From an optimization exercise on the open Yosys and OpenROAD flow, aimed at small area, a short achievable clock period and few clock cycles; shortcuts taken in it are not production practice.
Only simulation tests tie the RTL to the original design; equivalence was not proved.
No activity file was given, so power comes from the tool's default toggle rates.

[standard.sh]
#!/bin/bash
# synth_recipe.tcl (not shown) runs the flow's synth.tcl, then flattens the netlist and writes it again
# the make line also repeats each setting of config.mk as NAME=value (left out here)
make -C /OpenROAD-flow-scripts/flow DESIGN_CONFIG=/design/flow/config.mk WORK_HOME=/design/flow/orfs CLKGATE_MAP_FILE= SYNTH_SCRIPT=/design/flow/synth_recipe.tcl "${@:-finish}"
[constraint.sdc]
create_clock -name core_clock -period 16.0 [get_ports {clk}]
set_input_delay 3.2000 -clock core_clock [delete_from_list [all_inputs] [get_ports {clk}]]
set_output_delay 3.2000 -clock core_clock [all_outputs]
set_load 0.01 [all_outputs]
[config.mk]
export PLATFORM = sky130hd
export DESIGN_NAME = soc16_core
export DESIGN_NICKNAME = soc16_core
export VERILOG_FILES = /design/flow/design.v
export SDC_FILE = /design/flow/constraint.sdc
export NUM_CORES = 4
export LEC_CHECK = 0
export CAP_MARGIN = 20
export CORE_MARGIN = 2
export CORE_UTILIZATION = 40
export SLEW_MARGIN = 20
[design.v]
module soc16_regfile (
    input  wire        clk,
    input  wire [15:0] ra_sel,
    output reg  [15:0] ra_data,
    input  wire [15:0] rb_sel,
    output reg  [15:0] rb_data,
    input  wire [15:0] we,
    input  wire [15:0] wdata
);
    reg [15:0] regs [1:15];
    integer i;
    always @(*) begin
        ra_data = 16'd0;
        rb_data = 16'd0;
        for (i = 1; i < 16; i = i + 1) begin
            ra_data = ra_data | ({16{ra_sel[i]}} & regs[i]);
            rb_data = rb_data | ({16{rb_sel[i]}} & regs[i]);
        end
    end
    always @(posedge clk) begin
        for (i = 1; i < 16; i = i + 1)
            if (we[i])
                regs[i] <= wdata;
    end
endmodule
module soc16_divider (
    input  wire        clk,
    input  wire        rst,
    input  wire        start,       
    input  wire        load,        
    input  wire        is_mul,
    input  wire [15:0] x,           
    input  wire [15:0] y,           
    output wire        done,        
    output wire [15:0] quot,        
    output wire        quot_ovf,    
    output wire [15:0] rem,         
    output wire        mul_ovf      
);
    reg        busy;
    reg        fin;
    reg        first;      
    reg        mode_mul;
    reg [2:0]  count;      
    reg [15:0] q_reg;      
    reg [15:0] r_reg;      
    reg [15:0] d_mag;      
    reg [17:0] d3;         
    wire       d_one = (d_mag == 16'd1);
    reg        x_neg;
    reg        y_neg;
    reg        sticky;     
    wire [15:0] w  = x ^ {16{x[15]}};
    wire [15:0] v  = {w[14:0], x[15]};
    wire [7:0]  vp = {|v[15:14], |v[13:12], |v[11:10], |v[9:8],
                      |v[7:6],   |v[5:4],   |v[3:2],   |v[1:0]};
    reg  [2:0]  k;
    always @(*) begin
        casez (vp)
            8'b1???????: k = 3'd7;
            8'b01??????: k = 3'd6;
            8'b001?????: k = 3'd5;
            8'b0001????: k = 3'd4;
            8'b00001???: k = 3'd3;
            8'b000001??: k = 3'd2;
            8'b0000001?: k = 3'd1;
            default:     k = 3'd0;
        endcase
    end
    wire [15:0] x_abs, y_abs;
    wire        x_co, y_co;
    soc16_add #(16) u_xabs (.a(x ^ {16{x[15]}}), .b(16'd0), .cin(x[15]), .s(x_abs), .cout(x_co));
    soc16_add #(16) u_yabs (.a(y ^ {16{y[15]}}), .b(16'd0), .cin(y[15]), .s(y_abs), .cout(y_co));
    wire [15:0] x_sh  = x_abs << {~k, 1'b0};
    wire [17:0] rs  = {r_reg, q_reg[15:14]};
    wire [17:0] c1, c2, c3;
    wire        g1, g2, g3c;      
    soc16_add #(18) u_c1 (.a(rs), .b(~{2'b0, d_mag}),       .cin(1'b1), .s(c1), .cout(g1));
    soc16_add #(18) u_c2 (.a(rs), .b(~{1'b0, d_mag, 1'b0}), .cin(1'b1), .s(c2), .cout(g2));
    soc16_add #(18) u_c3 (.a(rs), .b(~d3),                  .cin(1'b1), .s(c3), .cout(g3c));
    wire        g3  = first ? (d_one && q_reg[15:14] == 2'b11) : g3c;
    wire [1:0]  dig = g3 ? 2'd3 : g2 ? 2'd2 : g1 ? 2'd1 : 2'd0;
    reg  [15:0] rdiv;
    always @(*) begin
        case (dig)
            2'd3:    rdiv = first ? 16'd0 : c3[15:0];
            2'd2:    rdiv = c2[15:0];
            2'd1:    rdiv = c1[15:0];
            default: rdiv = rs[15:0];
        endcase
    end
    wire [18:0] m0 = {1'b0, r_reg, 2'b00};
    wire [18:0] m1 = q_reg[15] ? {2'b0, d_mag, 1'b0} : 19'd0;
    wire [18:0] m2 = q_reg[14] ? {3'b0, d_mag} : 19'd0;
    wire [18:0] ms = m0 ^ m1 ^ m2;                                     
    wire [18:0] mc = {(m0[17:0] & m1[17:0]) | (m0[17:0] & m2[17:0]) | (m1[17:0] & m2[17:0]), 1'b0};
    wire [18:0] macc;
    wire        m_co;
    soc16_add #(19) u_macc (.a(ms), .b(mc), .cin(1'b0), .s(macc), .cout(m_co));
    wire [17:0] d3_sum;
    wire        d3_co;
    soc16_add #(18) u_d3 (.a({2'b0, d_mag}), .b({1'b0, d_mag, 1'b0}), .cin(1'b0), .s(d3_sum), .cout(d3_co));
    always @(posedge clk) begin
        if (rst) begin
            busy <= 1'b0;
            fin  <= 1'b0;
        end else begin
            busy <= start || (busy && count != 3'd0);
            fin  <= busy && count == 3'd0;
        end
        if (load) begin
            first    <= 1'b1;
            mode_mul <= is_mul;
            count    <= k;
            q_reg    <= x_sh;
            r_reg    <= 16'd0;
            d_mag    <= y_abs;
            x_neg    <= x[15];
            y_neg    <= y[15];
            sticky   <= 1'b0;
        end else begin
            first    <= 1'b0;
            count    <= count - 3'd1;
            q_reg    <= {q_reg[13:0], dig};
            r_reg    <= mode_mul ? macc[15:0] : rdiv;
            sticky   <= sticky | (mode_mul & (macc[18:16] != 3'd0));
        end
        d3       <= d3_sum;
    end
    wire diff = x_neg ^ y_neg;
    wire rnz  = (r_reg != 16'd0);
    wire adj  = !mode_mul && diff && rnz;
    assign done     = fin;
    wire [15:0] q_neg;
    wire        qn_co;
    soc16_add #(16) u_qneg (.a(~q_reg), .b(16'd0), .cin(1'b1), .s(q_neg), .cout(qn_co));
    assign quot     = !diff ? q_reg : rnz ? ~q_reg : q_neg;
    assign quot_ovf = !diff && q_reg[15];
    assign mul_ovf  = sticky || (r_reg[15] && !(diff && r_reg[14:0] == 15'd0));
    wire sgn = mode_mul ? diff : y_neg;
    wire [15:0] rem_plain, rem_adj;
    wire        rp_co, ra_co;
    soc16_add #(16) u_remp (.a(r_reg ^ {16{sgn}}), .b(16'd0), .cin(sgn), .s(rem_plain), .cout(rp_co));  
    soc16_add #(16) u_rema (.a(sgn ? r_reg : d_mag), .b(~(sgn ? d_mag : r_reg)), .cin(1'b1),
                            .s(rem_adj), .cout(ra_co));                   
    assign rem = adj ? rem_adj : rem_plain;
endmodule
module soc16_add #(parameter W = 16) (
    input  wire [W-1:0] a,
    input  wire [W-1:0] b,
    input  wire         cin,
    output wire [W-1:0] s,
    output wire         cout
);
    localparam N = W + 1;                  
    localparam L = (N > 32) ? 6 : (N > 16) ? 5 : (N > 8) ? 4 : (N > 4) ? 3 : (N > 2) ? 2 : 1;
    wire [N-1:0] g0 = {a & b, cin};
    wire [N-1:0] p0 = {a ^ b, 1'b0};
    genvar l, i;
    generate
        for (l = 0; l < L; l = l + 1) begin : lvl
            wire [N-1:0] gi, pi, go, po;
            if (l == 0) begin : first
                assign gi = g0;
                assign pi = p0;
            end else begin : next
                assign gi = lvl[l-1].go;
                assign pi = lvl[l-1].po;
            end
            for (i = 0; i < N; i = i + 1) begin : bitx
                if (i >= (1 << l)) begin : pre
                    assign go[i] = gi[i] | (pi[i] & gi[i-(1<<l)]);
                    assign po[i] = pi[i] & pi[i-(1<<l)];
                end else begin : keep
                    assign go[i] = gi[i];
                    assign po[i] = pi[i];
                end
            end
        end
    endgenerate
    wire [N-1:0] c = lvl[L-1].go;
    assign s    = p0[N-1:1] ^ c[N-2:0];
    assign cout = c[N-1];
endmodule
module soc16_core (
    input  wire        clk,
    input  wire        rst,           
    input  wire [8:0]  code_size,     
    output reg         mem_req,
    output reg         mem_we,
    output reg  [7:0]  mem_addr,
    output reg  [15:0] mem_wdata,
    input  wire        mem_ready,
    input  wire [15:0] mem_rdata,
    output reg         in_req,
    input  wire        in_valid,
    input  wire        in_eof,
    input  wire        in_abort,
    input  wire [15:0] in_data,
    output reg         out_valid,
    output reg  [15:0] out_data,
    input  wire        cancel,
    output reg         halted,
    output reg         faulted,
    output reg  [3:0]  fault_code,
    output reg  [15:0] fault_pc,
    output reg  [15:0] fault_word
);
    localparam [3:0] F_MEM_OOB    = 4'd1,
                     F_JUMP       = 4'd3,
                     F_MEM_TARGET = 4'd4,
                     F_DIV_ZERO   = 4'd5,
                     F_OVERFLOW   = 4'd6,
                     F_OPCODE     = 4'd7,
                     F_INTERRUPT  = 4'd8,
                     F_EOF        = 4'd9;
    reg        st_x;       
    reg        st_m;       
    reg        st_div;     
    reg        st_rd;      
    reg [8:0]  cs;         
    reg        iv;         
    reg [15:0] ir;         
    reg [8:0]  ipc;        
    reg [8:0]  ipc1;       
    reg        pt;         
    reg [15:0] ra_sel;     
    reg [15:0] rb_sel;
    reg        fa_acc;     
    reg        fa_imm;
    reg        fa_ipc1;
    reg        fa_fpc;
    reg [8:0]  fpc;        
    reg        acc_we;
    reg [7:0]  acc_addr;
    reg [15:0] dq;         
    reg [3:0]  ld_rx;      
    reg [3:0]  fcode;
    reg [15:0] rec_word;   
    reg [8:0]  rec_pc;
    wire [3:0] op   = ir[15:12];
    wire [3:0] rx   = ir[11:8];
    wire [3:0] ry   = ir[7:4];
    wire [3:0] rz   = ir[3:0];
    wire [7:0] imm  = ir[7:0];
    wire [15:0] simm = {{8{imm[7]}}, imm};
    wire [15:0] ra_data, rb_data;
    wire [15:0] rf_we;
    wire [15:0] rf_wdata;
    soc16_regfile u_regfile (
        .clk     (clk),
        .ra_sel  (ra_sel),
        .ra_data (ra_data),
        .rb_sel  (rb_sel),
        .rb_data (rb_data),
        .we      (rf_we),
        .wdata   (rf_wdata)
    );
    wire        alu_sub = (op == 4'h7);
    wire [15:0] alu_b   = (op == 4'h5) ? simm : rb_data;
    wire [16:0] alu_res;
    wire        alu_co;
    soc16_add #(17) u_alu (.a({ra_data[15], ra_data}), .b({alu_b[15], alu_b} ^ {17{alu_sub}}),
                           .cin(alu_sub), .s(alu_res), .cout(alu_co));
    wire        alu_ovf = alu_res[16] != alu_res[15];
    wire        md_start;
    wire        md_done;
    wire [15:0] md_quot;
    wire        md_qovf;
    wire [15:0] md_rem;
    wire        md_movf;
    soc16_divider u_divider (
        .clk      (clk),
        .rst      (rst),
        .start    (md_start),
        .load     (st_x),
        .is_mul   (op == 4'h8),
        .x        (ra_data),
        .y        (rb_data),
        .done     (md_done),
        .quot     (md_quot),
        .quot_ovf (md_qovf),
        .rem      (md_rem),
        .mul_ovf  (md_movf)
    );
    wire        imm_addr_ok = ({1'b0, imm} >= cs);                                
    wire        reg_addr_ok = (ra_data[15:8] == 8'd0) && ({1'b0, ra_data[7:0]} >= cs);  
    wire        imm_tgt_ok  = ({1'b0, imm} < cs);                                 
    wire        reg_tgt_ok  = (ra_data[15:9] == 7'd0) && (ra_data[8:0] < cs);    
    wire        pc_oob      = (ipc >= cs);
    wire        x_zero = (ra_data == 16'd0);
    wire        x_neg  = ra_data[15];
    reg         br_taken;
    always @(*) begin
        case (op)
            4'hC:    br_taken = x_zero;
            4'hD:    br_taken = !x_zero;
            4'hE:    br_taken = !x_zero && !x_neg;
            4'hF:    br_taken = x_neg;
            default: br_taken = 1'b1;    
        endcase
    end
    wire        g0      = (op == 4'h0);
    wire        i_halt  = (ir == 16'h0000);
    wire        i_read  = g0 && (ry == 4'd0) && (rz == 4'd1);
    wire        i_write = g0 && (ry == 4'd0) && (rz == 4'd2);
    wire        i_jumpi = g0 && (ry == 4'd0) && (rz == 4'd3);
    wire        i_md    = (op == 4'h8) || (op == 4'h9) || (op == 4'hA);
    wire        i_ldi   = (op == 4'h4) && (rz[3:1] == 3'd0);
    wire [8:0]  fetch_addr = ({9{fa_imm}}  & {1'b0, imm}) |
                             ({9{fa_ipc1}} & ipc1) |
                             ({9{fa_fpc}}  & fpc);
    wire [3:0]  f_op     = mem_rdata[15:12];
    wire        f_pt     = (f_op == 4'hB);
    wire        f_use_ry = (f_op == 4'h4) || (f_op == 4'h6) || (f_op == 4'h7) ||
                           (f_op == 4'h8) || (f_op == 4'h9) || (f_op == 4'hA);
    wire [15:0] f_dx     = 16'd1 << mem_rdata[11:8];
    wire [15:0] f_dy     = 16'd1 << mem_rdata[7:4];
    wire [15:0] f_dz     = 16'd1 << mem_rdata[3:0];
    wire        f_mul    = (f_op == 4'h8);
    wire [15:0] f_sa     = f_mul ? f_dz : f_use_ry ? f_dy : f_dx;
    wire [15:0] f_sb     = f_mul ? f_dy : (f_op == 4'h4) ? f_dx : f_dz;
    wire        xg = st_x && iv && !cancel && !pc_oob;    
    reg        go_fault;
    reg [3:0]  nf_code;
    reg        go_halt;
    always @(*) begin
        go_fault = 1'b0;
        nf_code  = 4'd0;
        go_halt  = 1'b0;
        if (st_x) begin
            if (cancel) begin
                go_fault = 1'b1; nf_code = F_INTERRUPT;
            end else if (!iv) begin
                if (fpc >= cs) begin go_fault = 1'b1; nf_code = F_MEM_OOB; end
            end else if (pc_oob) begin
                go_fault = 1'b1; nf_code = F_MEM_OOB;
            end else begin
                case (op)
                    4'h0: begin
                        if (i_halt)
                            go_halt = 1'b1;
                        else if (i_jumpi) begin
                            if (!reg_tgt_ok) begin go_fault = 1'b1; nf_code = F_JUMP; end
                        end else if (!i_read && !i_write) begin
                            go_fault = 1'b1; nf_code = F_OPCODE;
                        end
                    end
                    4'h1: ;
                    4'h2, 4'h3: if (!imm_addr_ok) begin go_fault = 1'b1; nf_code = F_MEM_TARGET; end
                    4'h4: begin
                        if (!i_ldi) begin go_fault = 1'b1; nf_code = F_OPCODE; end
                        else if (!reg_addr_ok) begin go_fault = 1'b1; nf_code = F_MEM_TARGET; end
                    end
                    4'h5, 4'h6, 4'h7: if (alu_ovf) begin go_fault = 1'b1; nf_code = F_OVERFLOW; end
                    4'h8: ;
                    4'h9, 4'hA: if (rb_data == 16'd0) begin go_fault = 1'b1; nf_code = F_DIV_ZERO; end
                    default: if (!imm_tgt_ok) begin go_fault = 1'b1; nf_code = F_JUMP; end
                endcase
            end
        end
        if (st_div && md_done) begin
            if ((op == 4'h8 && md_movf) || (op == 4'h9 && md_qovf)) begin
                go_fault = 1'b1; nf_code = F_OVERFLOW;
            end
        end
        if (st_rd) begin
            if (in_abort) begin
                go_fault = 1'b1; nf_code = F_INTERRUPT;
            end else if (in_eof) begin
                go_fault = 1'b1; nf_code = F_EOF;
            end
        end
    end
    wire        ld_ir    = (st_x && !(iv && (i_read || i_md))) || (st_div && md_done);
    wire        redirect = iv && (i_jumpi || (op[3:2] == 2'b11 || op == 4'hB) && (br_taken != pt));
    wire [8:0]  raddr    = i_jumpi ? ra_data[8:0] : br_taken ? {1'b0, imm} : ipc1;
    wire [15:0] x_val    = (op == 4'h1) ? simm :
                           (op == 4'hB) ? {7'd0, ipc1} : alu_res[15:0];
    wire [15:0] md_val   = (op == 4'h9) ? md_quot : md_rem;
    assign rf_wdata = ({16{st_m}}   & mem_rdata) |
                      ({16{st_rd}}  & in_data) |
                      ({16{st_div}} & md_val) |
                      ({16{st_x}}   & x_val);
    wire        x_wr     = (op == 4'h1) || (op == 4'hB) || (op == 4'h5) || (op == 4'h6) || (op == 4'h7);
    wire        rx_we    = st_rd || (st_div && md_done) || (st_x && iv && x_wr);
    wire        ld_we    = st_m && !acc_we;
    assign rf_we    = ({16{rx_we}} & (16'd1 << rx)) | ({16{ld_we}} & (16'd1 << ld_rx));
    wire        i_ldst   = (op == 4'h2) || (op == 4'h3) || (op == 4'h4);
    wire        n_m      = (xg && i_ldst && !go_fault) || (st_m && !mem_ready);
    wire        n_div    = (xg && i_md && !go_fault) || (st_div && !md_done);
    wire        n_rd     = (xg && i_read) || (st_rd && !in_valid && !in_eof && !in_abort);
    assign md_start = xg && i_md;
    wire done = halted || faulted;
    reg         nxt_iv;
    always @(*) begin
        nxt_iv = iv;
        if (ld_ir)
            nxt_iv = mem_ready && !redirect;
        if (st_rd && in_valid)
            nxt_iv = 1'b0;
    end
    wire        nxt_pt = ld_ir ? f_pt : pt;
    wire        nxt_m  = (st_x && iv && i_ldst) || (st_m && !mem_ready);
    wire n_x  = !go_fault && !go_halt && !n_m && !n_div && !n_rd && !done;
    always @(*) begin
        mem_req    = !done;
        mem_we     = st_m && acc_we;
        mem_addr   = ({8{fa_acc}} & acc_addr) | fetch_addr[7:0];
        mem_wdata  = dq;
        out_data   = dq;
        in_req     = st_rd;
        fault_code = fcode;
        fault_pc   = {7'd0, rec_pc};
        fault_word = rec_word;
    end
    always @(posedge clk) begin
        cs <= code_size;
        if (rst) begin
            st_x      <= 1'b1;
            st_m      <= 1'b0;
            st_div    <= 1'b0;
            st_rd     <= 1'b0;
            iv        <= 1'b0;
            fpc       <= 9'd0;
            fa_acc    <= 1'b0;
            fa_imm    <= 1'b0;
            fa_ipc1   <= 1'b0;
            fa_fpc    <= 1'b1;
            halted    <= 1'b0;
            faulted   <= 1'b0;
            out_valid <= 1'b0;
        end else begin
            st_x      <= n_x;
            st_m      <= n_m;
            st_div    <= n_div;
            st_rd     <= n_rd && !go_fault;
            out_valid <= xg && i_write;
            fa_acc    <= nxt_m;
            fa_imm    <= !nxt_m && nxt_iv && nxt_pt;
            fa_ipc1   <= !nxt_m && nxt_iv && !nxt_pt;
            fa_fpc    <= !nxt_m && !nxt_iv;
            if (ld_ir) begin
                ir      <= mem_rdata;
                ipc     <= fetch_addr;
                ipc1    <= fetch_addr + 9'd1;
                pt      <= f_pt;
                ra_sel  <= f_sa;
                rb_sel  <= f_sb;
                iv      <= mem_ready && !redirect;
                fpc     <= redirect ? raddr : fetch_addr;
            end
            if (st_rd && in_valid) begin
                iv  <= 1'b0;
                fpc <= ipc1;
            end
            if (go_halt)
                halted <= 1'b1;
            if (go_fault) begin
                faulted <= 1'b1;
                fcode   <= nf_code;
            end
        end
        if (st_x) begin
            rec_word <= ir;
            rec_pc   <= iv ? ipc : fpc;
        end
        if (st_x && iv) begin
            acc_we   <= (op == 4'h3) || (op == 4'h4 && rz[0]);
            acc_addr <= (op == 4'h4) ? ra_data[7:0] : imm;
            ld_rx    <= rx;
            dq       <= (op == 4'h4) ? rb_data : ra_data;
        end
    end
endmodule
[flow/run.sh]
#!/bin/bash
set -euo pipefail
bash standard.sh SETUP_SLACK_MARGIN=11.5 finish > flow_make.log 2>&1
==> results_dict.tcl, run 1 <==
set metrics [dict create \
    status "timing/DRC/antenna clean" \
    firstDrtPassIters 8 \
    p_comb_share_pct 39.6 \
    rsz0062_at_grt "yes" \
    seq_power_share_pct 31.8 \
    cts-htree-levels 2 \
    syn_to_final_growth_pct 25.9 \
    finalMaxSlewViolations 0 \
    cts_made_buffers 52 \
    ant_nets 0 \
    cellInternalPower_mw 3.14 \
    antenna_found_initial 9 \
    async_reset_ff_share_pct 0 \
    viasPerCell 6.49 \
    period_share_pct 31.9 \
    peakVddDrop_uv 96.0 \
    setup_slack_ns 10.90 \
    largest_register_ff_count 240 \
    cp-startpoint "ir[0]" \
    r2r_end "u_regfile.regs[12][11]" \
    cts_sinks 469 \
    grt_usage_pct 31.7 \
    arrival_ns 1.90 \
    ys_seq_area_share_pct 44.5 \
    grt_overflow 0 \
    min_period_ns 5.10 \
    hp-class "reg -> reg" \
    finalHoldViolations 0 \
    ios 130 \
    cts_tree "built" \
    crit_end "mem_addr[0]" \
    grt_pass1_wl_um 181000 \
    root_buffer "clkbuf_16" \
    num_vias 28100 \
    clk_pin_slew_ns 0.06 \
    power.density_nw_per_um2 134 \
    ff2ff_setup_slack_ns 11.14 \
    reg2reg_depth 19 \
    finalSetupViolations 0 \
    path_class "reg -> out" \
    maxSlewHeadroom_pct 20.4 \
    post-dp-hpwl_um 80900 \
    hold_depth 1 \
    power.share.switching_pct 37.1 \
    drt_iter0_markers 4465 \
    dieArea_um2 76400 \
    drc 0 \
    cp_data_required_time_ns 12.80 \
    synth.distinct_cells 94 \
    totalWireLength_um 126000 \
    synth-edff-count 382 \
    largest_register "u_regfile.regs" \
    total_power_mw 5.00 \
    worstReg2RegStart "u_divider.mode_mul" \
    final.setup.tns_ns 0 \
    worstSetupStartpointType "register" \
    start_util_pct 40.5 \
    synthCells 3044 \
    p_leak_nw 14.1 \
    reg.largest.list "u_regfile.regs (240), u_divider.d3 (18)" \
    max_freq_ghz 0.196 \
    power.net_switching_mw 1.86 \
    worstSkewPairLatency_ns 0.65 \
    max_slew.worst_pin.slew_ns 1.19 \
    rows 99 \
    yosys_warnings 4 \
    post-place-ws_ns 10.21 \
    drive_above_1_share_pct 21.0 \
    gp_congestion 0.956 \
    die_h_um 276 \
    fin_skew_ns 0.0480 \
    nets 3545 \
    coreArea_um2 73200 \
    cap_violations 0 \
    dominantRegCellSynth "edfxtp_1" \
    die_width_um 276 \
    grt_max_degree 66 \
    fillers 6538 \
    clockBufferDepth 3 \
    endpoint_kind "output pin" \
    grt_pass1_vias 26615 \
    port_buffers 122 \
    drt-wirelength-per-cell_um 29.1 \
    netlist_area_um2 29700 \
    syn_avg_cell_area_um2 9.75 \
    final_util_pct 51.0 \
    power_frac_clock_pct 28.6 \
    cp_max_fo 2 \
    ys_ff_latch 469 \
]
==> stage by stage <==
stage                     instances  instance area [µm²]  hold slack [ns]
final                          4327                37400            0.447
after global routing           4326                37400            0.464
after CTS                      4276                36600            0.450
after detailed placement       4004                32100            0.437
after global placement         4004                32100            0.427
after floorplan                3050                29800            0.411
==> power by group through the flow <==
stage / combinational [mW] / sequential, mW / clock (mW)
6_report: 1.98 / 1.59 / 1.43
5_1_grt: 2.12 / 1.60 / 1.48
4_1_cts: 1.85 / 1.58 / 1.44
3_5_place_dp: 1.62 / 1.63 / 0
3_3_place_gp: 1.59 / 1.63 / 0
2_1_floorplan: 1.17 / 1.55 / 0
==> cell usage after synthesis, types with 5 or more instances <==
cell	number	share of area [%]
o211ai_1	28	0.71
dfxtp_1	87	5.9
or4_1	5	0.13
buf_2	10	0.17
a221oi_1	20	0.59
and3_1	14	0.30
xnor2_1	142	4.2
a41oi_1	5	0.15
a211oi_1	21	0.53
nand3_1	89	1.5
nor4_1	26	0.55
nor2_1	267	3.4
a22oi_1	198	5.0
nand3b_1	9	0.23
xor2_1	35	1.0
or2_2	13	0.27
nand2_1	199	2.5
o31ai_1	9	0.23
edfxtp_1	382	39
nor3_1	62	1.0
o22ai_1	31	0.65
o21ai_1	8	0.13
nor3b_1	6	0.15
a311oi_1	14	0.41
clkbuf_1	163	2.1
a21o_1	44	1.1
nand2b_1	37	0.78
nand4_1	61	1.3
a222oi_1	61	2.1
clkinv_1	8	0.10
buf_1	9	0.11
ha_1	159	6.7
fa_1	16	1.1
nor2b_1	43	0.91
mux2i_1	30	1.0
buf_4	23	0.58
mux2_2	16	0.61
o21ai_0	166	2.8
and2_1	17	0.36
a21boi_0	16	0.40
inv_1	137	1.7
a31oi_1	21	0.44
or3_1	29	0.61
o21a_1	31	0.78
a21oi_1	197	3.3
==> metal layers <==
layer | wire (µm) | GRT usage (%)
met5 | 41 | 0
met4 | 6630 | 13.3
met3 | 15400 | 8.70
met2 | 55100 | 49.0
met1 | 48900 | 41.7
==> how the worst min path moves through the flow <==
stage	from	end	slack (ns)
finish	u_divider.count[0]	u_divider.count[0]	0.45
global route	u_divider.count[0]	u_divider.count[0]	0.46
detailed placement	u_divider.count[0]	u_divider.count[0]	0.44
CTS	u_divider.count[0]	u_divider.count[0]	0.45
floorplan	u_divider.count[0]	u_divider.count[0]	0.41
global placement	u_divider.count[0]	u_divider.count[0]	0.43
==> logic make-up (layout without fill, tap and decap cells) <==
group | count (synthesis) | after routing | synth area share (%)
fa+ha+maj | 177 | 177 | 7.85
flops | 469 | 469 | 44.5
xor+xnor | 177 | 177 | 5.22
simple gates | 894 | 894 | 14.6
other cells | 1 | 9 | 0.0126
buf+inv | 352 | 666 | 4.81
compound gates | 928 | 930 | 21.3
mux | 46 | 46 | 1.62
==> timing repair <==
item / CTS / global route
pin swaps: 73 / 66
setup endpoints to repair: 451 / 255
resized for setup: 509 / 134
hold buffers: 0 / 0
endpoints found under the hold margin: 0 / 0
gates cloned: 11 / 2
buffers inserted: 163 / 47
==> cell usage in the layout (no fill, tap or decap), types with 16 or more instances in the layout <==
cell type,n
a222oi_1,61
xnor2_1,133
fa_1,16
o21ai_1,23
buf_6,29
o21a_1,31
inv_1,128
a221oi_1,20
nand3_1,83
or3_1,28
o211ai_1,28
a211oi_1,18
a21oi_1,174
nand2b_1,34
mux2i_1,29
a21o_1,43
a31oi_1,19
nor3_1,50
nand2_1,187
nand4_1,61
buf_12,29
nor4_1,21
clkdlybuf4s50_1,31
xor2_1,35
clkbuf_16,57
dfxtp_1,73
nor2b_1,37
edfxtp_1,382
a22oi_1,195
buf_4,235
nor2_1,242
nor2_4,17
a21oi_2,22
mux2_2,16
buf_2,45
o21ai_0,143
ha_1,155
==> worst max-delay path, stage by stage (launching register included) <==
cell      delay [ns]
edfxtp_1        0.44
a222oi_1        0.47
nand2_1         0.17
buf_2           0.18
==> area by class of cell <==
cell class,count,area (µm²),area share (%)
multi-input combinational,2231,16400,43.8
sequential,469,13300,35.5
timing repair buffer,422,3880,10.4
clock buffer,61,1410,3.78
tap,959,1200,3.21
clock inverter,37,626,1.67
inverter,146,608,1.63
antenna,2,5.00,0.0134
Testbench counts, summed over its fixed seeds: cycles 127,672.
==> run 2, diff against run 1 <==
==> run.sh (new file) <==
#!/bin/bash
# synth_recipe.tcl (not shown) runs the flow's synth.tcl, then flattens the netlist and writes it again
# the make line also repeats each setting of config.mk as NAME=value (left out here)
make -C /OpenROAD-flow-scripts/flow DESIGN_CONFIG=/design/flow/config.mk WORK_HOME=/design/flow/orfs CLKGATE_MAP_FILE= SYNTH_SCRIPT=/design/flow/synth_recipe.tcl finish
removed: flow/run.sh
removed: standard.sh
==> results_dict.tcl, run 2 <==
set metrics [dict create \
    antenna_found_initial 1 \
    dominantRegCellSynth "edfxtp_1" \
    p_comb_share_pct 35.4 \
    ys_seq_area_share_pct 44.5 \
    syn_avg_cell_area_um2 9.75 \
    ios 130 \
    r2r_end "fa_imm" \
    root_buffer "clkbuf_16" \
    seq_power_share_pct 35.7 \
    synth_top_cells_by_count "edfxtp_1 (382), nor2_1 (267), nand2_1 (199)" \
    grt_pass1_vias 25321 \
    cellInternalPower_mw 2.87 \
    port_buffers 122 \
    max_freq_ghz 0.162 \
    die_width_um 276 \
    drt_iter0_markers 4187 \
    die_h_um 276 \
    layout_commonest_cell "edfxtp_1" \
    worstSetupStartpointType "register" \
    total_power_mw 4.57 \
    p_leak_nw 12.4 \
    largest_register_ff_count 240 \
    post-synth-top-area-fraction_pct 38.7 \
    final_cell_mix "edfxtp_1 (382), nor2_1 (263), nand2_1 (199)" \
    power.density_nw_per_um2 135 \
    rsz0062_at_grt "no" \
    coreArea_um2 73200 \
    cts_tree "built" \
    nets 3324 \
    ys_ff_latch 469 \
    async_reset_ff_share_pct 0 \
    hold_path_startpoint "u_divider.count[0]" \
    post-place-ws_ns 10.26 \
    cap_violations 0 \
    num_vias 26634 \
    synthMostInstantiatedCell "edfxtp_1" \
    drc 0 \
    worstReg2RegStart "ra_sel[5]" \
    peakVddDrop_uv 82.4 \
    synth_top_cell_by_area "edfxtp_1" \
    fin_skew_ns 0.0396 \
    synth-edff-count 382 \
    power.net_switching_mw 1.69 \
    grt_usage_pct 28.5 \
    rows 99 \
    finalSetupViolations 0 \
    crit_family "compound AO/OA/AOI/OAI gates" \
    ff2ff_setup_slack_ns 10.03 \
    ant_nets 0 \
    power.share.switching_pct 37.1 \
    crit_cells 3 \
    gp_congestion 0.952 \
    drt-wirelength-per-cell_um 27.6 \
    cp_max_fo 11 \
    synth.distinct_cells 94 \
    reg2reg_depth 16 \
    max_stage_delay_ns 0.95 \
    grt_max_degree 70 \
    cts_made_buffers 53 \
    clockBufferDepth 3 \
    arrival_ns 2.97 \
    cts_setup_buffers 0 \
    synthCells 3044 \
    start_util_pct 40.5 \
    drive_above_1_share_pct 8.01 \
    post_cts_resized 0 \
    maxSlewHeadroom_pct 14.3 \
    max_slew.worst_pin.slew_ns 1.29 \
    grt_pass1_wl_um 166000 \
    min_period_ns 6.17 \
    viasPerCell 6.48 \
    post-dp-hpwl_um 77600 \
    endpoint_kind "output pin" \
    finalHoldViolations 0 \
    worstSkewPairLatency_ns 0.64 \
    reg.largest.list "u_regfile.regs (240), u_divider.d3 (18)" \
    syn_to_final_growth_pct 14.3 \
    crit_end "mem_addr[3]" \
    clk_pin_slew_ns 0.06 \
    crit_slowest_cell "a222oi_1" \
    fillers 6835 \
    period_share_pct 38.6 \
    synth_area_leaders "edfxtp_1 (39%), ha_1 (6.7%), dfxtp_1 (5.9%)" \
    cts_sinks 469 \
    cts-htree-levels 2 \
    cp-startpoint "ir[3]" \
    multi_input_comb_area_um2 15200 \
    status "timing/DRC/antenna clean" \
    cp_cell_sequence "a222oi_1 -> nand2_1 -> clkdlybuf4s50_1" \
    finalMaxSlewViolations 0 \
    path_class "reg -> out" \
    regArea_um2 13200 \
    cp_data_required_time_ns 12.80 \
    totalWireLength_um 113000 \
    firstDrtPassIters 7 \
    dieArea_um2 76400 \
    power_frac_clock_pct 28.9 \
    largest_register "u_regfile.regs" \
    cts_hold_buf 0 \
    hold_slack_ns 0.444 \
    netlist_area_um2 29700 \
    grt_overflow 0 \
    setup_slack_ns 9.83 \
    critical_path_buf_inv_count 1 \
    final.setup.tns_ns 0 \
    yosys_warnings 4 \
    hp-class "reg -> reg" \
]
[run 2: kinds of logic after synthesis]
group / Yosys count / synth area share, %
adder cells (fa/ha/maj): 177 / 7.85
buffers and inverters: 352 / 4.81
multiplexers: 46 / 1.62
flip-flops: 469 / 44.5
AO/OA/AOI/OAI: 928 / 21.3
other: 1 / 0.0126
XOR/XNOR: 177 / 5.22
AND/OR/NAND/NOR: 894 / 14.6
[run 2: final cells by class]
cell class / count / area share (%)
antenna: 3 / 0.0221
clock buffer: 65 / 4.19
clock inverter: 35 / 1.36
inverter: 146 / 1.62
multi-input combinational: 2229 / 44.9
sequential: 469 / 39.0
tap: 959 / 3.54
timing repair buffer: 202 / 5.45
[run 2: how the worst min path moves through the flow]
stage / cells after the start / end / slack [ns]
final: 1 / u_divider.count[0] / 0.44
after global routing: 1 / u_divider.count[0] / 0.47
after CTS: 1 / u_divider.count[0] / 0.44
after detailed placement: 1 / u_divider.count[0] / 0.43
after global placement: 1 / u_divider.count[0] / 0.43
after floorplan: 1 / u_divider.count[0] / 0.41
[run 2: metal layers]
layer / GRT usage [%] / vias up / wire (µm)
li1: - / 11612 / -
met5: 0 / - / 9
met3: 6.97 / 316 / 14000
met4: 10.2 / 2 / 4130
met2: 44.1 / 1739 / 49900
met1: 38.8 / 12965 / 45300
[run 2: metrics by stage]
stage,area [µm²],util [%],cells
final,33900,46.3,4108
after global routing,33900,46.3,4105
after CTS,33900,46.3,4104
after detailed placement,32000,43.7,4004
after global placement,32000,43.7,4003
after floorplan,29700,-,3050
[run 2: power by group through the flow]
stage,clock (mW),combinational (mW),sequential (mW)
4_1_cts,1.33,1.59,1.62
2_1_floorplan,0,1.16,1.55
3_3_place_gp,0,1.55,1.65
5_1_grt,1.38,1.77,1.64
3_5_place_dp,0,1.57,1.65
6_report,1.32,1.62,1.63
==> run 3, diff against run 2 <==
--- a/design.v
+++ b/design.v
@@ -51,7 +51,7 @@
     reg        y_neg;
     reg        sticky;     
     wire [15:0] w  = x ^ {16{x[15]}};
-    wire [15:0] v  = {w[14:0], x[15]};
+    wire [15:0] v  = x[15] ? {w[14:0], 1'b1} : w;    
     wire [7:0]  vp = {|v[15:14], |v[13:12], |v[11:10], |v[9:8],
                       |v[7:6],   |v[5:4],   |v[3:2],   |v[1:0]};
     reg  [2:0]  k;
==> flow/run.sh (new file) <==
#!/bin/bash
set -euo pipefail
bash standard.sh SETUP_SLACK_MARGIN=11.5 finish > flow_make.log 2>&1
==> standard.sh (new file) <==
#!/bin/bash
# synth_recipe.tcl (not shown) runs the flow's synth.tcl, then flattens the netlist and writes it again
# the make line also repeats each setting of config.mk as NAME=value (left out here)
make -C /OpenROAD-flow-scripts/flow DESIGN_CONFIG=/design/flow/config.mk WORK_HOME=/design/flow/orfs CLKGATE_MAP_FILE= SYNTH_SCRIPT=/design/flow/synth_recipe.tcl "${@:-finish}"
removed: run.sh
==> results_dict.tcl, run 3 <==
set metrics [dict create \
    total_power_mw 4.54 \
    grt_use_met3_pct 9.28 \
    cp_max_fo 2 \
    grtUsageMet1_pct 39.5 \
    async_reset_ff_share_pct 0 \
    final_cells 4330 \
    clockBufferDepth 3 \
    final.setup.tns_ns 0 \
    ys_seq_area_share_pct 44.3 \
    synth-edff-count 382 \
    peakVddDrop_uv 97.2 \
    reg.largest.list "u_regfile.regs (240), u_divider.d3 (18)" \
    port_buffers 122 \
    synthMostInstantiatedCell "edfxtp_1" \
    ant_nets 0 \
    worstSetupStartpointType "register" \
    rsz0062_at_grt "yes" \
    dp_cells 4034 \
    synth_top_cells_by_count "edfxtp_1 (382), nor2_1 (256), nand2_1 (216)" \
    placed_cell_area_um2 32200 \
    drive_above_1_share_pct 18.4 \
    cts_hold_buf 0 \
    cts-htree-levels 2 \
    dieArea_um2 76700 \
    hp-class "reg -> reg" \
    syn_avg_cell_area_um2 9.77 \
    synthCells 3053 \
    dominantRegCellSynth "edfxtp_1" \
    arrival_ns 1.99 \
    antenna_found_initial 6 \
    yosys_warnings 4 \
    grt_pass1_wl_um 171000 \
    largest_register "u_regfile.regs" \
    p_leak_nw 14.0 \
    grtUsageMet2_pct 44.2 \
    ys_ff_latch 469 \
    endpoint_kind "output pin" \
    netlist_area_um2 29800 \
    post-dp-hpwl_um 76300 \
    finalHoldViolations 0 \
    grt_pass1_vias 26479 \
    totalWireLength_um 118000 \
    max_freq_ghz 0.193 \
    design_area_um2 36600 \
    drt_iter0_markers 5237 \
    fillers 6698 \
    drc 0 \
    ios 130 \
    path_class "reg -> out" \
    maxSlewHeadroom_pct 15.0 \
    grt_overflow 0 \
    cts_sinks 469 \
    synth_area_leaders "edfxtp_1 (38%), ha_1 (6.7%), dfxtp_1 (5.8%)" \
    root_buffer "clkbuf_16" \
    final_cell_mix "edfxtp_1 (382), nor2_1 (235), buf_4 (206)" \
    grt_max_degree 74 \
    cap_violations 0 \
    finalSetupViolations 0 \
    fin_skew_ns 0.0363 \
    viasPerCell 6.50 \
    grt_usage_pct 29.5 \
    num_vias 28127 \
    grt.busiest_layer "met2" \
    largest_register_ff_count 240 \
    status "timing/DRC/antenna clean" \
    worstSkewPairLatency_ns 0.64 \
    post-synth-top-area-fraction_pct 38.5 \
    max_slew.worst_pin.slew_ns 1.28 \
    synth_top_cell_by_area "edfxtp_1" \
    cts_made_buffers 50 \
    cp_data_required_time_ns 12.80 \
    synth.distinct_cells 89 \
    finalMaxSlewViolations 0 \
    clk_pin_slew_ns 0.06 \
    drt-wirelength-per-cell_um 27.4 \
    power.density_nw_per_um2 124 \
    gp_congestion 0.952 \
    layout_commonest_cell "edfxtp_1" \
    firstDrtPassIters 9 \
    start_util_pct 40.3 \
    die_h_um 277 \
    period_share_pct 32.4 \
    min_period_ns 5.19 \
    cts_tree "built" \
    syn_to_final_growth_pct 22.8 \
    rows 100 \
    nets 3541 \
    coreArea_um2 74100 \
    die_width_um 277 \
]
run 3: stage by stage:
stage / hold slack (ns) / util, % / worst slack, ns
2_1_floorplan: 0.411 / - / 11.15
3_3_place_gp: 0.428 / 43.5 / 10.08
3_5_place_dp: 0.436 / 43.5 / 10.12
4_1_cts: 0.447 / 48.5 / 10.81
5_1_grt: 0.476 / 49.4 / 10.76
6_report: 0.440 / 49.4 / 10.81
run 3: cell type report:
| cell class | instances | area [µm²] | share of cell area [%] |
|---|---|---|---|
| diodes | 2 | 5.00 | 0.0137 |
| clock buffers | 58 | 1300 | 3.56 |
| clock inverters | 36 | 438 | 1.20 |
| inverters | 150 | 596 | 1.63 |
| multi-input cells | 2238 | 16000 | 43.8 |
| flip-flops and latches | 469 | 13300 | 36.2 |
| well taps | 969 | 1210 | 3.31 |
| repair buffers | 408 | 3770 | 10.3 |
run 3: power by group:
part | internal [mW] | switching (mW)
Clock | 0.706 | 0.534
Combinational | 0.716 | 1.03
Sequential | 1.45 | 0.102
Total | 2.87 | 1.66
run 3: critical path, stage by stage (launching register included):
cell and delay [ns]:
edfxtp_1 0.48, a222oi_1 0.34, buf_4 0.19, nand2_1 0.05, dlygate4sd2_1 0.29
run 3: path summary, 6_finish.rpt:
check                                         from  slack [ns]                  to  cells past startpoint
worst max register to register              fa_fpc       10.96              fpc[6]                     41
worst min register to register  u_divider.count[0]        0.44  u_divider.count[0]                      1
worst min-delay path            u_divider.count[0]        0.44  u_divider.count[0]                      1
worst max-delay path                         ir[4]       10.81         mem_addr[4]                      4
run 3: kinds of logic after synthesis:
family	Yosys count	synth area share (%)
multiplexers	48	1.68
other	1	0.0126
flip-flops	469	44.3
AND/OR/NAND/NOR	885	14.2
XOR/XNOR	183	5.44
AO/OA/AOI/OAI	934	21.6
buffers and inverters	353	4.83
adder cells (fa/ha/maj)	180	7.92
run 3: routing by layer:
layer,vias to the layer above,wire length (µm)
met5,-,10
li1,12081,-
met2,2142,50200
met3,429,17500
met1,13473,45100
met4,2,5760
run 3: timing repair:
action | in CTS | in global routing
pin swaps | 52 | 73
hold endpoints to repair | 0 | 0
resized for setup | 386 | 150
setup buffers | 141 | 49
cloned | 6 | 4
setup endpoints to repair | 453 | 301
Testbench counts of run 3, summed over its fixed seeds: cycles 125,097.
==> run 4, diff against run 3 <==
--- a/design.v
+++ b/design.v
@@ -226,11 +226,9 @@
     reg        pt;         
     reg [15:0] ra_sel;     
     reg [15:0] rb_sel;
-    reg        fa_acc;     
-    reg        fa_imm;
-    reg        fa_ipc1;
-    reg        fa_fpc;
-    reg [8:0]  fpc;        
+    reg [8:0]  fq;         
+    reg [7:0]  maddr;      
+    reg        mwe;        
     reg        acc_we;
     reg [7:0]  acc_addr;
     reg [15:0] dq;         
@@ -307,9 +305,7 @@
     wire        i_jumpi = g0 && (ry == 4'd0) && (rz == 4'd3);
     wire        i_md    = (op == 4'h8) || (op == 4'h9) || (op == 4'hA);
     wire        i_ldi   = (op == 4'h4) && (rz[3:1] == 3'd0);
-    wire [8:0]  fetch_addr = ({9{fa_imm}}  & {1'b0, imm}) |
-                             ({9{fa_ipc1}} & ipc1) |
-                             ({9{fa_fpc}}  & fpc);
+    wire [8:0]  fetch_addr = fq;
     wire [3:0]  f_op     = mem_rdata[15:12];
     wire        f_pt     = (f_op == 4'hB);
     wire        f_use_ry = (f_op == 4'h4) || (f_op == 4'h6) || (f_op == 4'h7) ||
@@ -332,7 +328,7 @@
             if (cancel) begin
                 go_fault = 1'b1; nf_code = F_INTERRUPT;
             end else if (!iv) begin
-                if (fpc >= cs) begin go_fault = 1'b1; nf_code = F_MEM_OOB; end
+                if (fq >= cs) begin go_fault = 1'b1; nf_code = F_MEM_OOB; end
             end else if (pc_oob) begin
                 go_fault = 1'b1; nf_code = F_MEM_OOB;
             end else begin
@@ -392,21 +388,18 @@
     wire        n_rd     = (xg && i_read) || (st_rd && !in_valid && !in_eof && !in_abort);
     assign md_start = xg && i_md;
     wire done = halted || faulted;
-    reg         nxt_iv;
-    always @(*) begin
-        nxt_iv = iv;
-        if (ld_ir)
-            nxt_iv = mem_ready && !redirect;
-        if (st_rd && in_valid)
-            nxt_iv = 1'b0;
-    end
-    wire        nxt_pt = ld_ir ? f_pt : pt;
+    wire [8:0]  f_next = f_pt ? {1'b0, mem_rdata[7:0]} : fq + 9'd1;   
+    wire [8:0]  nxt_fq = !ld_ir ? fq : redirect ? raddr : !mem_ready ? fq : f_next;
     wire        nxt_m  = (st_x && iv && i_ldst) || (st_m && !mem_ready);
+    wire        x_st   = (op == 4'h3) || (op == 4'h4 && rz[0]);
+    wire [7:0]  x_acc  = (op == 4'h4) ? ra_data[7:0] : imm;
+    wire [7:0]  nxt_acc_addr = st_x ? x_acc : acc_addr;
+    wire        nxt_acc_we   = st_x ? x_st : acc_we;
     wire n_x  = !go_fault && !go_halt && !n_m && !n_div && !n_rd && !done;
     always @(*) begin
         mem_req    = !done;
-        mem_we     = st_m && acc_we;
-        mem_addr   = ({8{fa_acc}} & acc_addr) | fetch_addr[7:0];
+        mem_we     = mwe;
+        mem_addr   = maddr;
         mem_wdata  = dq;
         out_data   = dq;
         in_req     = st_rd;
@@ -422,11 +415,9 @@
             st_div    <= 1'b0;
             st_rd     <= 1'b0;
             iv        <= 1'b0;
-            fpc       <= 9'd0;
-            fa_acc    <= 1'b0;
-            fa_imm    <= 1'b0;
-            fa_ipc1   <= 1'b0;
-            fa_fpc    <= 1'b1;
+            fq        <= 9'd0;
+            maddr     <= 8'd0;
+            mwe       <= 1'b0;
             halted    <= 1'b0;
             faulted   <= 1'b0;
             out_valid <= 1'b0;
@@ -436,10 +427,9 @@
             st_div    <= n_div;
             st_rd     <= n_rd && !go_fault;
             out_valid <= xg && i_write;
-            fa_acc    <= nxt_m;
-            fa_imm    <= !nxt_m && nxt_iv && nxt_pt;
-            fa_ipc1   <= !nxt_m && nxt_iv && !nxt_pt;
-            fa_fpc    <= !nxt_m && !nxt_iv;
+            fq        <= nxt_fq;
+            maddr     <= nxt_m ? nxt_acc_addr : nxt_fq[7:0];
+            mwe       <= n_m && nxt_acc_we;
             if (ld_ir) begin
                 ir      <= mem_rdata;
                 ipc     <= fetch_addr;
@@ -448,12 +438,9 @@
                 ra_sel  <= f_sa;
                 rb_sel  <= f_sb;
                 iv      <= mem_ready && !redirect;
-                fpc     <= redirect ? raddr : fetch_addr;
-            end
-            if (st_rd && in_valid) begin
-                iv  <= 1'b0;
-                fpc <= ipc1;
             end
+            if (st_rd && in_valid)
+                iv <= 1'b0;
             if (go_halt)
                 halted <= 1'b1;
             if (go_fault) begin
@@ -463,11 +450,11 @@
         end
         if (st_x) begin
             rec_word <= ir;
-            rec_pc   <= iv ? ipc : fpc;
+            rec_pc   <= iv ? ipc : fq;
         end
         if (st_x && iv) begin
-            acc_we   <= (op == 4'h3) || (op == 4'h4 && rz[0]);
-            acc_addr <= (op == 4'h4) ? ra_data[7:0] : imm;
+            acc_we   <= x_st;
+            acc_addr <= x_acc;
             ld_rx    <= rx;
             dq       <= (op == 4'h4) ? rb_data : ra_data;
         end
==> results_dict.tcl, run 4 <==
set metrics [dict create \
    status "timing/DRC/antenna clean" \
    async_reset_ff_share_pct 0 \
    reg.largest.list "u_regfile.regs (240), u_divider.d3 (18)" \
    max_freq_ghz 0.204 \
    fin_skew_ns 0.0406 \
    gp_congestion 0.954 \
    drive_above_1_share_pct 18.9 \
    rsz0062_at_grt "yes" \
    synth-adder-area-share_pct 8.06 \
    p_leak_nw 13.6 \
    worstSetupStartpointType "register" \
    root_buffer "clkbuf_16" \
    min_period_ns 4.91 \
    arrival_ns 5.43 \
    cp_data_required_time_ns 16.52 \
    firstDrtPassIters 7 \
    num_vias 28133 \
    drt-wirelength-per-cell_um 28.4 \
    dp_cells 4074 \
    fillers 6807 \
    largest_register_ff_count 240 \
    max_slew.worst_pin.slew_ns 1.20 \
    cts_sinks 474 \
    yosys_warnings 4 \
    largest_register "u_regfile.regs" \
    clockBufferDepth 3 \
    ys_ff_latch 474 \
    power.density_nw_per_um2 131 \
    die_h_um 278 \
    worstSkewPairLatency_ns 0.65 \
    final_cell_mix "edfxtp_1 (382), nor2_1 (253), nand2_1 (213)" \
    synth_top_cells_by_count "edfxtp_1 (382), nor2_1 (275), nand2_1 (226)" \
    finalSetupViolations 0 \
    rows 100 \
    cts_made_buffers 55 \
    synth_top_cell_by_area "edfxtp_1" \
    coreArea_um2 74300 \
    cp_max_fo 14 \
    synth_xor_area_share_pct 5.08 \
    cap_violations 0 \
    netlist_area_um2 30000 \
    synth.distinct_cells 94 \
    yosys.area_share.simple_pct 14.6 \
    ios 130 \
    dominantRegCellSynth "edfxtp_1" \
    design_area_um2 37000 \
    die_width_um 278 \
    totalWireLength_um 123000 \
    grt_overflow 0 \
    grt_max_degree 66 \
    grt_usage_pct 30.4 \
    final.setup.tns_ns 0 \
    cts-htree-levels 2 \
    maxSlewHeadroom_pct 19.9 \
    clk_pin_slew_ns 0.06 \
    peakVddDrop_uv 99.0 \
    synth-edff-count 382 \
    finalHoldViolations 0 \
    synthMostInstantiatedCell "edfxtp_1" \
    port_buffers 122 \
    nets 3548 \
    endpoint_kind "register" \
    placed_cell_area_um2 32500 \
    path_class "reg -> reg" \
    ys_seq_area_share_pct 44.4 \
    period_share_pct 30.7 \
    viasPerCell 6.48 \
    hold_slack_ns 0.457 \
    cts_hold_buf 0 \
    antenna_found_initial 5 \
    drt_iter0_markers 4709 \
    setup_slack_ns 11.09 \
    grt_pass1_wl_um 175000 \
    synth_top_family_by_area "compound AO/OA/AOI/OAI gates" \
    grt_pass1_vias 26504 \
    finalMaxSlewViolations 0 \
    syn_to_final_growth_pct 23.6 \
    synth_compound_area_share_pct 22.0 \
    post-synth-top-area-fraction_pct 38.3 \
    drc 0 \
    synthCells 3097 \
    hp-class "reg -> reg" \
    multi_input_comb_area_um2 16600 \
    syn_avg_cell_area_um2 9.68 \
    layout_commonest_cell "edfxtp_1" \
    synthMuxAreaShare_pct 1.19 \
    dieArea_um2 77100 \
    cts_tree "built" \
    post-place-ws_ns 9.71 \
    ant_nets 0 \
    final_cells 4343 \
    start_util_pct 40.3 \
    post-dp-hpwl_um 81500 \
    regArea_um2 13300 \
    synth_area_leaders "edfxtp_1 (38%), ha_1 (6.7%), dfxtp_1 (6.1%)" \
]
-- run 4: cell count changes after synthesis, moves of 11 or more --
cell      previous run  this run
a221oi_1            23        43
a211oi_1            18        34
o21ai_0            153       176
nor2_1             256       275
o21ai_1             25         6
inv_1              144       131
mux2i_1             31        20
a31oi_1             30        19
a21oi_1            166       203
a222oi_1            56        39
nand2b_1            47        35
-- run 4: worst max-delay path, stage by stage (launching register included) --
cell and delay [ns]:
edfxtp_1 0.44, buf_12 0.17, buf_4 0.23, a22oi_2 0.21, nand4_1 0.26, nor2_1 0.21
buf_6 0.19, a21oi_1 0.10, xnor2_1 0.15, ha_1 0.33, inv_1 0.10, o21bai_1 0.08
a21o_1 0.18, a21oi_2 0.15, o211ai_1 0.17, o31ai_2 0.31, o21ai_2 0.11, o41ai_2 0.29
mux2i_2 0.36, a31oi_1 0.16, nor3_2 0.20, buf_4 0.18, nand2b_4 0.05, nor2b_1 0.12
-- run 4: path summary, 6_finish.rpt --
kind / from / end / slack, ns / depth (start not counted)
worst max-delay path: rb_sel[9] / faulted / 11.09 / 23
worst min-delay path: u_divider.count[0] / u_divider.count[0] / 0.46 / 1
worst max register to register: rb_sel[9] / faulted / 11.09 / 23
worst min register to register: u_divider.count[0] / u_divider.count[0] / 0.46 / 1
-- run 4: cells by family (layout without fill, tap and decap cells) --
group	Yosys count	in the layout
AO/OA/AOI/OAI	973	973
AND/OR/NAND/NOR	914	916
flip-flops	474	474
buffers and inverters	342	608
adder cells (fa/ha/maj)	185	185
XOR/XNOR	174	174
multiplexers	34	34
other	1	10
-- run 4: timing repair --
item | CTS | global route
setup buffers | 91 | 57
pin swaps | 56 | 70
endpoints found under the hold margin | 0 | 0
gates cloned | 8 | 6
setup endpoints to repair | 414 | 325
resized for setup | 374 | 179
-- run 4: final cells by class --
type	instances	area share [%]
Antenna cell	3	0.0203
Clock buffer	62	3.84
Clock inverter	42	1.37
Inverter	139	1.52
Multi-Input combinational cell	2289	44.7
Sequential cell	474	36.0
Tap cell	969	3.27
Timing Repair Buffer	364	9.23
Timing Repair inverter	1	0.0135
-- run 4: metal layers --
layer	up-vias	GRT usage, %	routed length [µm]
met5	-	0	39
met4	6	11.6	5940
met3	413	8.43	15700
met2	1924	45.9	52900
met1	13613	41.4	48900
li1	12177	-	-
-- run 4: power breakdown --
part | switching [mW] | total [mW] | internal (mW)
clock | 0.565 | 1.36 | 0.791
sequential | 0.125 | 1.60 | 1.48
combinational | 1.14 | 1.90 | 0.760
total | 1.83 | 4.85 | 3.03
-- run 4: through the flow --
stage / total power [mW] / util [%]
2_1_floorplan: 2.72 / -
3_3_place_gp: 3.22 / 43.7
3_5_place_dp: 3.25 / 43.7
4_1_cts: 4.71 / 48.3
5_1_grt: 5.06 / 49.8
6_report: 4.85 / 49.8
Testbench counts of run 4, summed over its fixed seeds: cycles 125,097.
==> run 5, diff against run 4 <==
--- a/design.v
+++ b/design.v
@@ -106,7 +106,7 @@
             fin  <= 1'b0;
         end else begin
             busy <= start || (busy && count != 3'd0);
-            fin  <= busy && count == 3'd0;
+            fin  <= busy && count == 3'd0 && !fast;
         end
         if (load) begin
             first    <= 1'b1;
@@ -128,22 +128,28 @@
         d3       <= d3_sum;
     end
     wire diff = x_neg ^ y_neg;
+    wire fast = mode_mul ? !diff : (!x_neg && !y_neg);
+    wire last = busy && count == 3'd0;
     wire rnz  = (r_reg != 16'd0);
     wire adj  = !mode_mul && diff && rnz;
-    assign done     = fin;
     wire [15:0] q_neg;
     wire        qn_co;
     soc16_add #(16) u_qneg (.a(~q_reg), .b(16'd0), .cin(1'b1), .s(q_neg), .cout(qn_co));
-    assign quot     = !diff ? q_reg : rnz ? ~q_reg : q_neg;
-    assign quot_ovf = !diff && q_reg[15];
-    assign mul_ovf  = sticky || (r_reg[15] && !(diff && r_reg[14:0] == 15'd0));
+    wire [15:0] quot_s  = !diff ? q_reg : rnz ? ~q_reg : q_neg;
+    wire        qovf_s  = !diff && q_reg[15];
+    wire        movf_s  = sticky || (r_reg[15] && !(diff && r_reg[14:0] == 15'd0));
     wire sgn = mode_mul ? diff : y_neg;
     wire [15:0] rem_plain, rem_adj;
     wire        rp_co, ra_co;
     soc16_add #(16) u_remp (.a(r_reg ^ {16{sgn}}), .b(16'd0), .cin(sgn), .s(rem_plain), .cout(rp_co));  
     soc16_add #(16) u_rema (.a(sgn ? r_reg : d_mag), .b(~(sgn ? d_mag : r_reg)), .cin(1'b1),
                             .s(rem_adj), .cout(ra_co));                   
-    assign rem = adj ? rem_adj : rem_plain;
+    wire [15:0] rem_s = adj ? rem_adj : rem_plain;
+    assign done     = fin || (last && fast);
+    assign quot     = fin ? quot_s : {q_reg[13:0], dig};
+    assign quot_ovf = fin && qovf_s;
+    assign rem      = fin ? rem_s : mode_mul ? macc[15:0] : rdiv;
+    assign mul_ovf  = fin ? movf_s : (sticky || macc[18:15] != 4'd0);
 endmodule
 module soc16_add #(parameter W = 16) (
     input  wire [W-1:0] a,
==> results_dict.tcl, run 5 <==
set metrics [dict create \
    design_area_um2 37900 \
    r2r_end "u_regfile.regs[11][14]" \
    status "timing/DRC/antenna clean" \
    whs_endpoint "u_divider.count[0]" \
    syn_to_final_growth_pct 25.1 \
    gp_congestion 0.963 \
    yosys_warnings 4 \
    ios 130 \
    worstReg2RegStart "ra_sel[5]" \
    final_cell_mix "edfxtp_1 (382), nor2_1 (272), buf_4 (260)" \
    dominantRegCellSynth "edfxtp_1" \
    synth-adder-area-share_pct 7.88 \
    nets 3672 \
    finalHoldViolations 0 \
    critical_path_buf_inv_count 4 \
    synthCells 3141 \
    drc 0 \
    peakVddDrop_uv 74.1 \
    root_buffer "clkbuf_16" \
    cts_tree "built" \
    firstDrtPassIters 8 \
    antenna_found_initial 5 \
    drive_above_1_share_pct 20.9 \
    num_vias 29144 \
    setup_slack_ns 11.31 \
    drt_iter0_markers 4793 \
    final.setup.tns_ns 0 \
    coreArea_um2 74700 \
    synth_area_leaders "edfxtp_1 (38%), ha_1 (6.7%), dfxtp_1 (6.1%)" \
    ys_seq_area_share_pct 44.0 \
    post-synth-top-area-fraction_pct 37.9 \
    clockBufferDepth 3 \
    port_buffers 122 \
    fin_skew_ns 0.0415 \
    synth_top_cells_by_count "edfxtp_1 (382), nor2_1 (288), nand2_1 (229)" \
    cts_made_buffers 50 \
    worstSkewPairLatency_ns 0.64 \
    layout_commonest_cell "edfxtp_1" \
    synthMuxAreaShare_pct 1.81 \
    placed_cell_area_um2 32600 \
    netlist_area_um2 30300 \
    crit_family "compound AO/OA/AOI/OAI gates" \
    clk_pin_slew_ns 0.07 \
    synthMostInstantiatedCell "edfxtp_1" \
    cp_max_fo 8 \
    cts-htree-levels 2 \
    yosys.area_share.simple_pct 15.2 \
    cap_violations 0 \
    finalSetupViolations 0 \
    fillers 6591 \
    grt_max_degree 70 \
    async_reset_ff_share_pct 0 \
    rsz0062_at_grt "yes" \
    grt_overflow 0 \
    hold_path_startpoint "u_divider.count[0]" \
    post-place-ws_ns 9.99 \
    synth_top_family_by_area "compound AO/OA/AOI/OAI gates" \
    ys_ff_latch 474 \
    largest_register_ff_count 240 \
    die_width_um 279 \
    power.density_nw_per_um2 134 \
    hold_slack_ns 0.458 \
    cp_data_required_time_ns 16.35 \
    die_h_um 279 \
    syn_avg_cell_area_um2 9.64 \
    min_period_ns 4.69 \
    largest_register "u_regfile.regs" \
    post-dp-hpwl_um 80000 \
    grt_pass1_vias 27383 \
    crit_slowest_cell "or3b_4" \
    synth_top_cell_by_area "edfxtp_1" \
    viasPerCell 6.53 \
    ant_nets 0 \
    max_slew.worst_pin.slew_ns 1.17 \
    endpoint_kind "register" \
    cp_cell_sequence "buf_4 -> clkbuf_16 -> a222oi_1 -> nand3_1 -> nor2_1 -> buf_4 -> inv_1 -> ha_1 -> a31o_2 -> a21oi_2 -> o21ai_2 -> a21oi_2 -> o21ai_2 -> a41oi_2 -> a21oi_2 -> a31oi_2 -> xor2_1 -> o21ai_2 -> a21oi_4 -> o21ai_4 -> or3b_4" \
    finalMaxSlewViolations 0 \
    period_share_pct 29.3 \
    p_leak_nw 14.0 \
    grt_usage_pct 30.7 \
    max_stage_delay_ns 0.50 \
    reg.largest.list "u_regfile.regs (240), u_divider.d3 (18)" \
    ff2ff_setup_slack_ns 11.31 \
    maxSlewHeadroom_pct 22.2 \
    dieArea_um2 77900 \
    arrival_ns 5.04 \
    reg2reg_depth 21 \
    synth_xor_area_share_pct 5.06 \
    hp-class "reg -> reg" \
    max_freq_ghz 0.213 \
    cts_hold_buf 0 \
    totalWireLength_um 127000 \
    grt_pass1_wl_um 179000 \
    synth.distinct_cells 95 \
    path_class "reg -> reg" \
    hold_depth 1 \
    start_util_pct 40.5 \
    worstSetupStartpointType "register" \
    rows 100 \
    synth_compound_area_share_pct 21.2 \
    synth-edff-count 382 \
    drt-wirelength-per-cell_um 28.4 \
    cts_sinks 474 \
]
[run 5: cell types whose count changed after synthesis, moves of 13 or more]
cell,before,now
mux2i_1,20,42
a221oi_1,43,18
nor2_1,275,288
a211oi_1,34,18
o21ai_1,6,24
o21ai_0,176,161
[run 5: how the worst max path moves through the flow]
stage	start	to	slack, ns	depth (start not counted)
CTS	rb_sel[4]	u_regfile.regs[11][14]	11.36	22
floorplan	rst	ipc1[0]	10.87	4
finish	ra_sel[5]	u_regfile.regs[11][14]	11.31	21
global route	rb_sel[3]	u_regfile.regs[9][13]	11.22	24
global placement	mem_rdata[0]	u_regfile.regs[14][0]	9.94	3
detailed placement	u_divider.y_neg	u_regfile.regs[10][15]	9.99	18
[run 5: report_power, final]
part           leakage (nW)  internal (mW)  switching [mW]  total (mW)
registers              4.28           1.49           0.135        1.63
clock network         0.799          0.677           0.542        1.22
logic                  8.89          0.885            1.34        2.23
[run 5: area by class of cell]
class                   instances  area (µm²)  area share (%)
inverters                     143         608            1.61
clock buffers                  58        1300            3.44
repair buffers                448        4040            10.7
well taps                     969        1210            3.20
repair inverters                1        5.00          0.0132
diodes                          5        12.5          0.0331
multi-input cells            2329       17000            44.8
flip-flops and latches        474       13300            35.2
clock inverters                36         395            1.04
[run 5: cell families (layout without fill, tap and decap cells)]
kind of cell | count (synthesis) | after routing
simple gates | 954 | 957
fa+ha+maj | 182 | 182
flops | 474 | 474
other cells | 1 | 12
mux | 53 | 53
compound gates | 951 | 955
buf+inv | 351 | 686
xor+xnor | 175 | 175
[run 5: worst reg2reg max path: stages (launching register included)]
cell       delay [ns]
edfxtp_1         0.44
buf_4            0.18
clkbuf_16        0.16
a222oi_1         0.32
nand3_1          0.14
nor2_1           0.11
buf_4            0.19
inv_1            0.10
ha_1             0.30
a31o_2           0.23
a21oi_2          0.21
o21ai_2          0.09
a21oi_2          0.16
o21ai_2          0.11
a41oi_2          0.20
a21oi_2          0.11
a31oi_2          0.20
xor2_1           0.21
o21ai_2          0.10
a21oi_4          0.23
o21ai_4          0.13
or3b_4           0.50
[run 5: routing by layer]
metal	wire (µm)	track usage, %
met1	47600	39.4
met2	55100	47.2
met3	15000	7.20
met4	9150	17.9
met5	9	0
[run 5: repair_timing]
item | CTS | global route
pin swaps | 71 | 109
gates resized for setup | 379 | 212
buffers inserted | 125 | 110
hold endpoints to repair | 0 | 0
cloned | 9 | 10
endpoints found under the setup margin | 469 | 310
[run 5: metrics by stage]
step	total power, mW	util [%]	cells
after floorplan	2.78	-	3147
after global placement	3.31	43.6	4110
after detailed placement	3.35	43.7	4110
after CTS	4.76	48.4	4338
after global routing	5.26	50.7	4459
final	5.07	50.7	4463
Testbench counts of run 5, summed over its fixed seeds: cycles 120,201.

-- separate check: timing with driven ports --
The results above use ideal ports. As a check the final layouts listed here were re-extracted and re-timed, cells and wires unchanged. Step 1: set_driving_cell puts a clkbuf_16 on clk and a buf_2 on each other input, an assumption about the parent block. Step 2, shift: input delay + t, output delay - t, t = (earliest + latest rising clock arrival at the registers) / 2. This alone moves slack from input paths to output paths. Slacks: ideal / step 1 / step 2; pairs: ideal / step 1.
| run | t (ns) | setup WS [ns] | hold slack, ns | worst setup path after step 2 | latest minus earliest clock arrival (ns) |
|---|---|---|---|---|---|
| run 1 | 0.696 | 10.900 / 10.832 / 10.765 | 0.447 / 0.447 / 0.447 | input to register | 0.050 / 0.050 |
| run 2 | 0.684 | 9.830 / 9.765 / 10.028 | 0.444 / 0.444 / 0.444 | register to register | 0.040 / 0.040 |
| run 3 | 0.682 | 10.815 / 10.750 / 10.849 | 0.440 / 0.440 / 0.440 | input to register | 0.037 / 0.036 |
| run 4 | 0.698 | 11.089 / 11.089 / 10.773 | 0.457 / 0.457 / 0.457 | input to register | 0.040 / 0.041 |
| run 5 | 0.681 | 11.314 / 11.314 / 10.776 | 0.458 / 0.458 / 0.458 | input to register | 0.042 / 0.042 |
After both steps every run listed still meets setup and hold. The setup slack of run 5, which loses most, moves by 0.000 ns with the drivers and by -0.538 ns with both steps.
